From an optimization exercise on the open Yosys and OpenROAD flow, aimed at small area, a short achievable clock period and few clock cycles per item; shortcuts taken in it are not production practice. Power is estimated from default activity; no workload was simulated.

## si7021_unit
module si7021_unit (
    input  wire        clk,
    input  wire        rst,           
    input  wire        in_valid,
    output wire        in_ready,
    input  wire [7:0]  in_op,
    input  wire [63:0] in_a,
    input  wire [47:0] in_b,
    input  wire [7:0]  in_c,
    input  wire [23:0] in_n,
    output reg         out_valid,
    output wire [1:0]  out_fault,
    output reg  [63:0] out_r0,
    output reg  [31:0] out_r1
);
    genvar gk;
    wire [7:0] n1 = in_n[7:0];
    wire [7:0] n2 = in_n[15:8];
    wire [7:0] n3 = in_n[23:16];
    wire lengths_good = (n1 == 8'd8) && (n2 == 8'd6) && (n3 == 8'd1);
    wire i_10 = (in_op == 8'h10);
    wire raw_a = in_op[4];
    wire sel_n = ~in_op[4] & ~in_op[3] & ~in_op[2] & ~in_op[1] & (in_op[0] | ~lengths_good);
    wire [7:0] a0 = in_a[7:0],   a1 = in_a[15:8],  a2 = in_a[23:16], a3 = in_a[31:24];
    wire [7:0] a4 = in_a[39:32], a5 = in_a[47:40], a6 = in_a[55:48], a7 = in_a[63:56];
    wire [7:0] b0 = in_b[7:0],   b1 = in_b[15:8],  b3 = in_b[31:24], b4 = in_b[39:32];
    wire [63:0] pack;
    assign pack[7:0]   = sel_n ? n1 : a0;
    assign pack[15:8]  = raw_a ? a1 : sel_n ? n2 : in_op[3] ? b0 : a2;
    assign pack[23:16] = raw_a ? a2 : sel_n ? n3 : a4;
    assign pack[31:24] = raw_a ? a3 : a6;
    assign pack[39:32] = raw_a ? a4 : b0;
    assign pack[47:40] = raw_a ? a5 : b1;
    assign pack[55:48] = raw_a ? a6 : b3;
    assign pack[63:56] = raw_a ? a7 : b4;
    wire [3:0] len = i_10 ? 4'd1 : ((n1[7:3] != 5'd0) ? 4'd8 : {1'b0, n1[2:0]});
    wire [7:0] g1_x0 = a0;
    wire [7:0] g1_x1 = a1 ^ a2;
    wire [7:0] g1_x2 = a3 ^ a4;
    wire [7:0] g1_x3 = a5 ^ a6;
    wire [7:0] g1_t0, g1_t1, g1_t2, g1_t3;
    assign g1_t0[0] = ^(g1_x0 & 8'h59);
    assign g1_t0[1] = ^(g1_x0 & 8'hB2);
    assign g1_t0[2] = ^(g1_x0 & 8'h64);
    assign g1_t0[3] = ^(g1_x0 & 8'hC8);
    assign g1_t0[4] = ^(g1_x0 & 8'hC9);
    assign g1_t0[5] = ^(g1_x0 & 8'hCB);
    assign g1_t0[6] = ^(g1_x0 & 8'h96);
    assign g1_t0[7] = ^(g1_x0 & 8'h2C);
    assign g1_t1[0] = ^(g1_x1 & 8'h59);
    assign g1_t1[1] = ^(g1_x1 & 8'hB2);
    assign g1_t1[2] = ^(g1_x1 & 8'h64);
    assign g1_t1[3] = ^(g1_x1 & 8'hC8);
  ...
==> flow/config.mk <==
export PLATFORM = sky130hd
export DESIGN_NAME = si7021_unit
export DESIGN_NICKNAME = si7021_unit
export VERILOG_FILES = /design/flow/design.v
export SDC_FILE = /design/flow/constraint.sdc
export NUM_CORES = 4
export LEC_CHECK = 0
export CAP_MARGIN = 20
export CORE_MARGIN = 2
export CORE_UTILIZATION = 40
export SLEW_MARGIN = 20
==> flow/constraint.sdc <==
create_clock -name core_clock -period 13.0 [get_ports {clk}]
set_input_delay 2.6000 -clock core_clock [delete_from_list [all_inputs] [get_ports {clk}]]
set_output_delay 2.6000 -clock core_clock [all_outputs]
set_load 0.01 [all_outputs]
standard.sh (not shown) runs the stock make flow with config.mk's settings and CLKGATE_MAP_FILE= SYNTH_SCRIPT=/design/flow/synth_recipe.tcl, a recipe that flattens the netlist after the stock synthesis.
==> flow/flow/run.sh <==
#!/bin/bash
set -euo pipefail
bash standard.sh SETUP_SLACK_MARGIN=9.3 "BUFFER_PORTS_ARGS=-buffer_cell sky130_fd_sc_hd__buf_2" finish > standard_flow.log 2>&1
==> next run, changes <==
--- a/flow/design.v
+++ b/flow/design.v
@@ -249,32 +249,29 @@
     wire [29:0] cz = {14'd0, code};
     wire [29:0] cn = {14'd0, ~code};
     wire [29:0] pp0 = cz;
     wire [29:0] pp1 = cz << 5;
     wire [29:0] pp2 = cz << 12;
     wire [29:0] pp3 = is_t ? (cz << 8) : (cn << 10);
     wire [29:0] pp4 = is_t ? (cz << 3) : (cz << 4);
     wire [29:0] pp5 = is_t ? 30'd0     : (cz << 2);
-    wire [29:0] kof = is_t ? (30'h1FFF - (30'd4685 << 14))
-                           : (30'h1FFF - (30'd600 << 14) + 30'h3C000400);
     function [59:0] csa;             
         input [29:0] x, y, z;
         begin
             csa[29:0]  = x ^ y ^ z;
             csa[59:30] = {((x & y) | (x & z) | (y & z)), 1'b0};
         end
     endfunction
     wire [59:0] l1a = csa(pp0, pp1, pp2);
     wire [59:0] l1b = csa(pp3, pp4, pp5);
     wire [59:0] l2a = csa(l1a[29:0], l1a[59:30], l1b[29:0]);
     wire [59:0] l3a = csa(l2a[29:0], l2a[59:30], l1b[59:30]);
-    wire [59:0] l4a = csa(l3a[29:0], l3a[59:30], kof);
-    wire [29:0] sx = l4a[29:0];
-    wire [29:0] sy = l4a[59:30];      
+    wire [29:0] sx = l3a[29:0];
+    wire [29:0] sy = l3a[59:30];      
     function [2:0] dev_label;
         input [7:0] m;
         begin
             if (m == 8'h00 || m == 8'hFF) dev_label = 3'd0;
             else if (m == 8'h0D)          dev_label = 3'd1;
             else if (m == 8'h14)          dev_label = 3'd2;
             else if (m == 8'h15)          dev_label = 3'd3;
             else                          dev_label = 3'd4;
@@ -338,17 +335,17 @@
         | ({64{op_12}}           & {48'd0, u[6:0], 1'b0, step})
         | ({64{op_28}}           & {31'd0, u[6], 7'd0, u[2], 4'd0, tres, 4'd0, hres, 6'd0, sel})
         | ({64{op_29 | op_2c}}   & {60'd0, u[3:0]})
         | ({64{op_2a}}           & {48'd0, hcur})
         | ({64{op_2b}}           & {56'd0, c_q[1], u[6:1], c_q[0]})
         | ({64{op_2d}}           & {15'd0, u[6], hcur, h, u, h[3:0], 3'd0, u[2], tres, hres})
         | ({64{op_30}}           & {48'd0, u, h})
         | ({64{~legal}}          & {56'd0, op})
-        | ({64{cnv_op}}          & {4'd0, sy[29:1], ~rnd_down, sx});
+        | ({64{cnv_op}}          & {3'd0, is_t, sy[29:1], ~rnd_down, sx});
     wire [28:0] r1 =
           ({29{id_ok}}           & {3'b100, g2_any, g1_any, 2'd0, fw_l, 1'b0, dev_l, c_q, d_q[39:32]})
         | ({29{op_21 & good_q}}  & {1'b1, 28'd0})
         | ({29{op_22}}           & {4'd0, g1_any, 24'd0})
         | ({29{op_23}}           & {3'd0, g2_any, 25'd0})
         | ({29{op_25}}           & {10'd0, dev_l, 8'd0, u})
         | ({29{op_26}}           & {7'd0, fw_l, 4'd0, u, 8'd0})
         | ({29{sentinel}}        & {2'b00, 3'b100, 2'd0, 2'd2, 1'b0, 3'd5, 8'h00, 8'hFF});
@@ -392,35 +389,38 @@
     assign crc_i1[1] = ^(crc_s2 & 8'h30);
     assign crc_i1[2] = ^(crc_s2 & 8'h61);
     assign crc_i1[3] = ^(crc_s2 & 8'hC2);
     assign crc_i1[4] = ^(crc_s2 & 8'h9D);
     assign crc_i1[5] = ^(crc_s2 & 8'h23);
     assign crc_i1[6] = ^(crc_s2 & 8'h46);
     assign crc_i1[7] = ^(crc_s2 & 8'h8C);
     wire [7:0] crc_res = back_q[0] ? crc_i1 : crc_s2;
-    wire [30:0] ax = {r0_q[29:0], r0_q[30]};
-    wire [30:0] ay = {r0_q[59:31], 1'b0, r0_q[30]};
+    wire [29:0] kof = r0_q[60] ? (30'h1FFF - (30'd4685 << 14))
+                               : (30'h1FFF - (30'd600 << 14) + 30'h3C000400);
+    wire [59:0] l4a = csa(r0_q[29:0], {r0_q[59:31], 1'b0}, kof);
+    wire [30:0] ax = {l4a[29:0], r0_q[30]};
+    wire [30:0] ay = {l4a[59:30], r0_q[30]};
     wire [30:0] kg0 = ax & ay, kp0 = ax ^ ay;
     wire [30:0] kg1 = kg0 | (kp0 & {kg0[29:0], 1'b0});
     wire [30:0] kp1 = kp0 & {kp0[29:0], 1'b0};
     wire [30:0] kg2 = kg1 | (kp1 & {kg1[28:0], 2'b0});
     wire [30:0] kp2 = kp1 & {kp1[28:0], 2'b0};
     wire [30:0] kg3 = kg2 | (kp2 & {kg2[26:0], 4'b0});
     wire [30:0] kp3 = kp2 & {kp2[26:0], 4'b0};
     wire [30:0] kg4 = kg3 | (kp3 & {kg3[22:0], 8'b0});
     wire [30:0] kp4 = kp3 & {kp3[22:0], 8'b0};
     wire [30:0] kg5 = kg4 | (kp4 & {kg4[14:0], 16'b0});
     wire [30:0] sum31 = kp0 ^ {kg5[29:0], 1'b0};
     wire [15:0] cnv = sum31[30:15];
     reg [63:0] r0f;
     always @(*) begin
         r0f = r0_q;
         if (crc_q) r0f[10:0] = {3'd0, crc_res};
-        if (cnv_q) r0f[59:0] = {44'd0, cnv};
+        if (cnv_q) r0f[60:0] = {45'd0, cnv};
     end
     reg fault3_q;
     assign in_ready  = 1'b1;
     assign out_fault = {fault3_q, fault3_q};
     always @(posedge clk) begin
         if (rst)
             out_valid <= 1'b0;
         else
What happened: The new run ran to the end with no violations. Critical path depth is unchanged. Final area increases by 0.59%. Count of clock-buffer cells in the layout stays the same. Final cell count is higher by about 3%. Synthesized area climbs by about 1.2%. Power shrinks by about 0.9%. Sequential share of layout area went down by 0.19 points. Core utilization is about the same. Setup slack is worse by 16 ps. Via count came out higher by 1.8%. Routed wire length is lower by about 1.9%. Synthesized cell count goes up by about 4.4%. Non-clock buffer count goes down by 17. Register-to-register slack stays flat.
No run of this note included a check of the RTL's function; only the layout flow was run.

---

## rev 12
si7021_unit again, from the RTL that the note above started with.
export LEC_CHECK = 0
export CAP_MARGIN = 20
export CORE_MARGIN = 2
export CORE_UTILIZATION = 40
export CTS_CLUSTER_DIAMETER = 100
export CTS_CLUSTER_SIZE = 30
export SLEW_MARGIN = 20
create_clock -name core_clock -period 13.0 [get_ports {clk}]
Scripts as last shown in full above: flow/flow/run.sh
Changes in rev 13 relative to rev 12:
-- flow/design.v --
<<< rev 12, line 72
    assign g1_t3[6] = ^(g1_x3 & 8'h96);
    assign g1_t3[7] = ^(g1_x3 & 8'h2C);
    wire [3:0] g1bad = {g1_t3 != a7, g1_t2 != a5, g1_t1 != a3, g1_t0 != a1};
    wire [7:0] g2_p0 = b0, g2_q0 = b1;
    wire [7:0] g2_p1 = b3, g2_q1 = b4;
>>> rev 13, line 72
    assign g1_t3[6] = ^(g1_x3 & 8'h96);
    assign g1_t3[7] = ^(g1_x3 & 8'h2C);
    wire g1bad = (g1_t3 != a7) | (g1_t2 != a5) | (g1_t1 != a3) | (g1_t0 != a1);
    wire [7:0] g2_p0 = b0, g2_q0 = b1;
    wire [7:0] g2_p1 = b3, g2_q1 = b4;
<<< rev 12, line 108
    assign g2_v1[6] = ^(g2_q1 & 8'h96);
    assign g2_v1[7] = ^(g2_q1 & 8'h2C);
    wire [1:0] g2bad = {(g2_u1 ^ g2_v1) != in_b[47:40], (g2_u0 ^ g2_v0) != in_b[23:16]};
    reg        v_q;
    reg [63:0] d_q;
>>> rev 13, line 108
    assign g2_v1[6] = ^(g2_q1 & 8'h96);
    assign g2_v1[7] = ^(g2_q1 & 8'h2C);
    wire g2bad = ((g2_u1 ^ g2_v1) != in_b[47:40]) | ((g2_u0 ^ g2_v0) != in_b[23:16]);
    reg        v_q;
    reg [63:0] d_q;
<<< rev 12, line 115
    reg [3:0]  len_q;
    reg        good_q;
    reg [3:0]  g1_q;
    reg [1:0]  g2_q;
    always @(posedge clk) begin
        if (rst)
>>> rev 13, line 115
    reg [3:0]  len_q;
    reg        good_q;
    reg        g1_q, g2_q;
    always @(posedge clk) begin
        if (rst)
<<< rev 12, line 255
    wire [29:0] pp4 = is_t ? (cz << 3) : (cz << 4);
    wire [29:0] pp5 = is_t ? 30'd0     : (cz << 2);
    wire [29:0] kof = is_t ? (30'h1FFF - (30'd4685 << 14))
                           : (30'h1FFF - (30'd600 << 14) + 30'h3C000400);
    function [59:0] csa;             
        input [29:0] x, y, z;
>>> rev 13, line 254
    wire [29:0] pp4 = is_t ? (cz << 3) : (cz << 4);
    wire [29:0] pp5 = is_t ? 30'd0     : (cz << 2);
    function [59:0] csa;             
        input [29:0] x, y, z;
<<< rev 12, line 268
    wire [59:0] l2a = csa(l1a[29:0], l1a[59:30], l1b[29:0]);
    wire [59:0] l3a = csa(l2a[29:0], l2a[59:30], l1b[59:30]);
    wire [59:0] l4a = csa(l3a[29:0], l3a[59:30], kof);
    wire [29:0] sx = l4a[29:0];
    wire [29:0] sy = l4a[59:30];      
    function [2:0] dev_label;
        input [7:0] m;
>>> rev 13, line 265
    wire [59:0] l2a = csa(l1a[29:0], l1a[59:30], l1b[29:0]);
    wire [59:0] l3a = csa(l2a[29:0], l2a[59:30], l1b[59:30]);
    wire [29:0] sx = l3a[29:0];
    wire [29:0] sy = l3a[59:30];      
    function [2:0] dev_label;
        input [7:0] m;
<<< rev 12, line 330
    wire [1:0] fw_l   = fw_label(fw_in);
    wire [7:0] step = {c_q[6:0], 1'b0} ^ ((u[7] ^ c_q[7]) ? 8'h31 : 8'h00);
    wire g1_any = |g1_q;
    wire g2_any = |g2_q;
    wire [63:0] r0 =
          ({64{id_ok | op_24}}   & d_q)
>>> rev 13, line 326
    wire [1:0] fw_l   = fw_label(fw_in);
    wire [7:0] step = {c_q[6:0], 1'b0} ^ ((u[7] ^ c_q[7]) ? 8'h31 : 8'h00);
    wire g1_any = g1_q;
    wire g2_any = g2_q;
    wire [63:0] r0 =
          ({64{id_ok | op_24}}   & d_q)
<<< rev 12, line 344
        | ({64{op_30}}           & {48'd0, u, h})
        | ({64{~legal}}          & {56'd0, op})
        | ({64{cnv_op}}          & {4'd0, sy[29:1], ~rnd_down, sx});
    wire [28:0] r1 =
          ({29{id_ok}}           & {3'b100, g2_any, g1_any, 2'd0, fw_l, 1'b0, dev_l, c_q, d_q[39:32]})
>>> rev 13, line 340
        | ({64{op_30}}           & {48'd0, u, h})
        | ({64{~legal}}          & {56'd0, op})
        | ({64{cnv_op}}          & {3'd0, is_t, sy[29:1], ~rnd_down, sx});
    wire [28:0] r1 =
          ({29{id_ok}}           & {3'b100, g2_any, g1_any, 2'd0, fw_l, 1'b0, dev_l, c_q, d_q[39:32]})
<<< rev 12, line 398
    assign crc_i1[7] = ^(crc_s2 & 8'h8C);
    wire [7:0] crc_res = back_q[0] ? crc_i1 : crc_s2;
    wire [30:0] ax = {r0_q[29:0], r0_q[30]};
    wire [30:0] ay = {r0_q[59:31], 1'b0, r0_q[30]};
    wire [30:0] kg0 = ax & ay, kp0 = ax ^ ay;
    wire [30:0] kg1 = kg0 | (kp0 & {kg0[29:0], 1'b0});
>>> rev 13, line 394
    assign crc_i1[7] = ^(crc_s2 & 8'h8C);
    wire [7:0] crc_res = back_q[0] ? crc_i1 : crc_s2;
    wire [29:0] kof = r0_q[60] ? (30'h1FFF - (30'd4685 << 14))
                               : (30'h1FFF - (30'd600 << 14) + 30'h3C000400);
    wire [59:0] l4a = csa(r0_q[29:0], {r0_q[59:31], 1'b0}, kof);
    wire [30:0] ax = {l4a[29:0], r0_q[30]};
    wire [30:0] ay = {l4a[59:30], r0_q[30]};
    wire [30:0] kg0 = ax & ay, kp0 = ax ^ ay;
    wire [30:0] kg1 = kg0 | (kp0 & {kg0[29:0], 1'b0});
<<< rev 12, line 416
        r0f = r0_q;
        if (crc_q) r0f[10:0] = {3'd0, crc_res};
        if (cnv_q) r0f[59:0] = {44'd0, cnv};
    end
    reg fault3_q;
>>> rev 13, line 415
        r0f = r0_q;
        if (crc_q) r0f[10:0] = {3'd0, crc_res};
        if (cnv_q) r0f[60:0] = {45'd0, cnv};
    end
    reg fault3_q;
Findings:
Diff rev 12 -> rev 13 | power share of the sequential group | decrease of 0.8 points. Per the comparison of rev 13 with rev 12, sequential-to-total area share from yosys stat shows a reduction of 1.0 points, number of global-route vias before repair shows an increase of 474. As of rev 13, non-clock buffer instance count of the final layout had fallen slightly compared to rev 12. Rev 12 → rev 13: cell area after layout has increased, combinational share of power -1.8 points, sequential share of cell area shows a reduction of 0.99 points. Share of total power in the clock network sits higher in rev 13 than in rev 12. When rev 13 is set beside rev 12, its period utilization turns out to be 0.39 points larger. Rev 13 against rev 12: sequential cell count down 4, overall power consumption up 15 uW, shortest clock period the worst path allows after layout up 0.050 ns.
No run of this note included a check of the RTL's function; only the layout flow was run.

## afterwards: timing with drivers on the ports
The flow's constraints put no driver on any port. The routed layouts listed below were extracted and timed again, unchanged, in two steps.
Step 1 sets driving cells, clkbuf_16 on the clock port and buf_2 on the other inputs (assumed; they add their load-dependent delay and slew).
Step 2, shift: input delay + t, output delay - t, t = (earliest + latest rising clock arrival at the registers) / 2. This alone moves slack from input paths to output paths.
Slacks: ideal / step 1 / step 2; pairs: ideal / step 1.
run	t (ns)	setup slack, ns	worst setup path after step 2	worst slew at a driven data input, ns	pins driven straight from the clock port
the first run of note 1	0.635	9.263 / 9.279 / 8.657	input to register	0.06	1
the second run of note 1	0.629	9.247 / 9.272 / 8.643	input to register	0.06	1
rev 12	0.573	9.193 / 9.207 / 8.635	input to register	0.07	1
rev 13	0.576	9.142 / 9.155 / 8.579	input to register	0.05	1
After both steps every run listed still meets setup and hold. For the first run of note 1, which loses most, drivers alone change the setup slack by +0.016 ns; drivers and shift together by -0.606 ns.
